Source: an optimization exercise on an open RTL-to-GDS flow (aim: small area, a short achievable clock period and few clock cycles per item). Production flows keep margins and buffers that such runs may drop.
Function was checked by simulation only, so behaviour that the tests miss may differ from the original.
No driver is modelled on the clock port, so clock power and skew are understated where the tree is cut down; a real chip needs a root buffer or a tree.
Power and IR drop assume default switching activity.

## run A
// olidx_voice_codec
module olidx_voice_codec (
    input  wire       clk,
    input  wire       rst,         
    input  wire       in_valid,
    output wire       in_ready,
    input  wire [7:0] in_data,
    input  wire       in_unpack,   
    output wire       out_valid,
    input  wire       out_ready,
    output wire [7:0] out_data,
    output wire       out_last,
    output wire [6:0] out_chk
);
Size in the first run: roughly 620 cells after synthesis, ~83 flip-flops, about 31 I/O pins, roughly 4600 um2 of cells after synthesis.
clock: 9.0 ns
lec_check: 0
abc_area: 1
cap_margin: 20
core_margin: 2
core_utilization: 50
cts_buf_list: sky130_fd_sc_hd__clkbuf_8
place_density: 0.7
setup_slack_margin: 5
slew_margin: 20
standard.sh (not shown) runs the stock make flow with config.mk's settings and CLKGATE_MAP_FILE= SYNTH_SCRIPT=/design/flow/synth_recipe.tcl, a recipe that flattens the netlist after the stock synthesis.
==> flow/flow/run.sh <==
#!/bin/bash
# Standard ORFS layout (the standard.sh) with a tighter timing-repair
# target, no footprint restriction on resizing and plain buffers on the ports.
# After clock tree synthesis, the clock tree is rebuilt as a single balanced
# level of four clkbuf_16 buffers (one per quadrant of the registers), driven
# by the clock port; routing and the rest of the flow then continue as usual.
# Each tool's full output goes to a log file in this folder.
set -e
ARGS=(SETUP_SLACK_MARGIN=6.45 MATCH_CELL_FOOTPRINT=0 'BUFFER_PORTS_ARGS=-buffer_cell sky130_fd_sc_hd__buf_2')
RES=$PWD/orfs/results/${FLOW_PLATFORM:-sky130hd}/olidx_voice_codec/base
bash standard.sh "${ARGS[@]}" cts > standard_cts.log 2>&1
CT_IN=$RES/4_cts.odb CT_OUT=$RES/4_cts_tree.odb CT_NB=4 \
  openroad -no_init -exit flow/clock_tree.tcl > clock_tree.log 2>&1
mv -f $RES/4_cts_tree.odb $RES/4_cts.odb
bash standard.sh "${ARGS[@]}" finish > standard.log 2>&1
Other scripts of this flow, unchanged in this note and not shown: flow/flow/clock_tree.tcl
Testbench counts of run A, summed over its fixed seeds: cycles 32,440, records 192.
What run B does differently from run A at the input level:
diff --git a/flow/flow/run.sh b/flow/flow/run.sh
--- a/flow/flow/run.sh
+++ b/flow/flow/run.sh
@@ -8,5 +8,5 @@
 set -e
-ARGS=(SETUP_SLACK_MARGIN=6.45 MATCH_CELL_FOOTPRINT=0 'BUFFER_PORTS_ARGS=-buffer_cell sky130_fd_sc_hd__buf_2')
+ARGS=(SETUP_SLACK_MARGIN=6.3 MATCH_CELL_FOOTPRINT=0 'BUFFER_PORTS_ARGS=-buffer_cell sky130_fd_sc_hd__buf_2')
 RES=$PWD/orfs/results/${FLOW_PLATFORM:-sky130hd}/olidx_voice_codec/base
-bash standard.sh "${ARGS[@]}" cts > standard_cts.log 2>&1
+bash standard.sh "${ARGS[@]}" SKIP_CTS_REPAIR_TIMING=1 cts > standard_cts.log 2>&1
 CT_IN=$RES/4_cts.odb CT_OUT=$RES/4_cts_tree.odb CT_NB=4 \
==> comparison <==
Against run A, global-route wire length before repair in run B came out better.
Sort run B and run A by ratio of final minimum period to clock period, ascending, and run A comes first.
Fmax | run B vs run A | run B slower
Edits applied to the flow inputs when going from run B to run C:
diff --git a/flow/flow/run.sh b/flow/flow/run.sh
--- a/flow/flow/run.sh
+++ b/flow/flow/run.sh
@@ -8,5 +8,5 @@
 set -e
-ARGS=(SETUP_SLACK_MARGIN=6.3 MATCH_CELL_FOOTPRINT=0 'BUFFER_PORTS_ARGS=-buffer_cell sky130_fd_sc_hd__buf_2')
+ARGS=(SETUP_SLACK_MARGIN=6.2 MATCH_CELL_FOOTPRINT=0 'BUFFER_PORTS_ARGS=-buffer_cell sky130_fd_sc_hd__buf_2')
 RES=$PWD/orfs/results/${FLOW_PLATFORM:-sky130hd}/olidx_voice_codec/base
-bash standard.sh "${ARGS[@]}" SKIP_CTS_REPAIR_TIMING=1 cts > standard_cts.log 2>&1
+bash standard.sh "${ARGS[@]}" cts > standard_cts.log 2>&1
 CT_IN=$RES/4_cts.odb CT_OUT=$RES/4_cts_tree.odb CT_NB=4 \
==> comparison <==
Run C: full flow OK, the timing, design-rule and antenna checks passed. Diff run C..run B | post-synthesis compound-gate area fraction | unchanged. On run C: total length of routed met2 wires is 2.0% lower than what run B gave. Compared run B against run C; register area within noise. Between run B and run C, the difference in maximum ir drop on the vdd rail is negligible. Area growth from synthesis to layout ended up 0.44 points lower on run C than on run B. Sequential share of layout area: run C vs run B — no meaningful difference. From run B to run C the numbers moved as follows: cell count barely changed; power share of the combinational group stayed essentially flat; post-route worst setup slack fell by 57 ps. The maximum clock frequency of run C is lower than that of run B.
For run D, these inputs were changed with respect to run C:
# run C
export LEC_CHECK = 0
export ABC_AREA = 1
export CAP_MARGIN = 20
export CORE_MARGIN = 2
export CORE_UTILIZATION = 50
export CTS_BUF_LIST = sky130_fd_sc_hd__clkbuf_8
export PLACE_DENSITY = 0.7
export SETUP_SLACK_MARGIN = 5
export SLEW_MARGIN = 20
create_clock -name core_clock -period 9.0 [get_ports {clk}]
# run D
export LEC_CHECK = 0
export ABC_AREA = 1
export CAP_MARGIN = 20
export CORE_MARGIN = 2
export CORE_UTILIZATION = 45
export CTS_BUF_LIST = sky130_fd_sc_hd__clkbuf_8
export PLACE_DENSITY = 0.65
export SETUP_SLACK_MARGIN = 5
export SLEW_MARGIN = 20
create_clock -name core_clock -period 9.0 [get_ports {clk}]
diff --git a/flow/flow/run.sh b/flow/flow/run.sh
--- a/flow/flow/run.sh
+++ b/flow/flow/run.sh
@@ -8,3 +8,3 @@
 set -e
-ARGS=(SETUP_SLACK_MARGIN=6.2 MATCH_CELL_FOOTPRINT=0 'BUFFER_PORTS_ARGS=-buffer_cell sky130_fd_sc_hd__buf_2')
+ARGS=(SETUP_SLACK_MARGIN=6.3 MATCH_CELL_FOOTPRINT=0 'BUFFER_PORTS_ARGS=-buffer_cell sky130_fd_sc_hd__buf_2')
 RES=$PWD/orfs/results/${FLOW_PLATFORM:-sky130hd}/olidx_voice_codec/base
--- outcome ---
Sort run C and run D by area added between synthesis and finish, descending, and run D comes first.
From run C to run D the numbers moved as follows: instance count after placement with tap cells included rose 25; row count rose 2; fraction of standard cell area in multi-input logic fell 0.54 points; sequential share of layout area fell 0.28 points.
Detailed route wirelength on metal2 went up slightly going from run C to run D.
On total power, run C beats run D.
The slack of the critical path number comes out lower for run C vs run D.
Changes observed in run D relative to run C: final design area excluding fillers went up, fraction of power consumed by sequential logic went down.
Here is what was changed in the inputs of run E compared with run D.
# run D
export LEC_CHECK = 0
export ABC_AREA = 1
export CAP_MARGIN = 20
export CORE_MARGIN = 2
export CORE_UTILIZATION = 45
export CTS_BUF_LIST = sky130_fd_sc_hd__clkbuf_8
export PLACE_DENSITY = 0.65
export SETUP_SLACK_MARGIN = 5
export SLEW_MARGIN = 20
create_clock -name core_clock -period 9.0 [get_ports {clk}]
# run E
export LEC_CHECK = 0
export ABC_AREA = 1
export CAP_MARGIN = 20
export CORE_MARGIN = 2
export CORE_UTILIZATION = 50
export CTS_BUF_LIST = sky130_fd_sc_hd__clkbuf_8
export PLACE_DENSITY = 0.7
export SETUP_SLACK_MARGIN = 5
export SLEW_MARGIN = 20
create_clock -name core_clock -period 9.0 [get_ports {clk}]
diff --git a/flow/flow/run.sh b/flow/flow/run.sh
--- a/flow/flow/run.sh
+++ b/flow/flow/run.sh
@@ -8,3 +8,3 @@
 set -e
-ARGS=(SETUP_SLACK_MARGIN=6.3 MATCH_CELL_FOOTPRINT=0 'BUFFER_PORTS_ARGS=-buffer_cell sky130_fd_sc_hd__buf_2')
+ARGS=(SETUP_SLACK_MARGIN=6.35 MATCH_CELL_FOOTPRINT=0 'BUFFER_PORTS_ARGS=-buffer_cell sky130_fd_sc_hd__buf_2')
 RES=$PWD/orfs/results/${FLOW_PLATFORM:-sky130hd}/olidx_voice_codec/base
==> results.txt <==
- Total power of run E is higher than that of run D.
- Of run E and run D, the higher utilization belongs to run E.
- Diff run E and run D: post-layout worst setup margin lower in run D

==> static timing again, ports no longer ideal <==
How much do the figures lean on ideal ports? The routed layouts below were timed once more, with nothing changed but the port constraints.
Step 1 assumes that a clkbuf_16 drives the clock port and a buf_2 every other input.
Step 2 times the ports against the registers' clock, not the clock port: input delays grow and output delays shrink by t, the midpoint of the rising clock arrivals with the driver on.
a / b / c = ideal / step 1 / step 2; a / b = the first two.
| run | t (ns) | setup WS [ns] | latest minus earliest clock arrival (ns) | slew at the worst register clock pin (ns) | pins driven straight from the clock port |
|---|---|---|---|---|---|
| run A | 0.243 | 6.467 / 6.491 / 6.277 | 0.015 / 0.015 | 0.10 / 0.10 | 4 |
| run B | 0.247 | 6.426 / 6.367 / 6.244 | 0.010 / 0.010 | 0.10 / 0.10 | 4 |
| run C | 0.249 | 6.369 / 6.365 / 6.186 | 0.010 / 0.010 | 0.10 / 0.10 | 4 |
| run D | 0.240 | 6.395 / 6.429 / 6.217 | 0.010 / 0.009 | 0.10 / 0.10 | 4 |
| run E | 0.248 | 6.400 / 6.464 / 6.216 | 0.017 / 0.016 | 0.11 / 0.11 | 4 |
After both steps every run listed still meets setup and hold. The setup slack of run A, which loses most, moves by +0.024 ns with the drivers and by -0.190 ns with both steps.
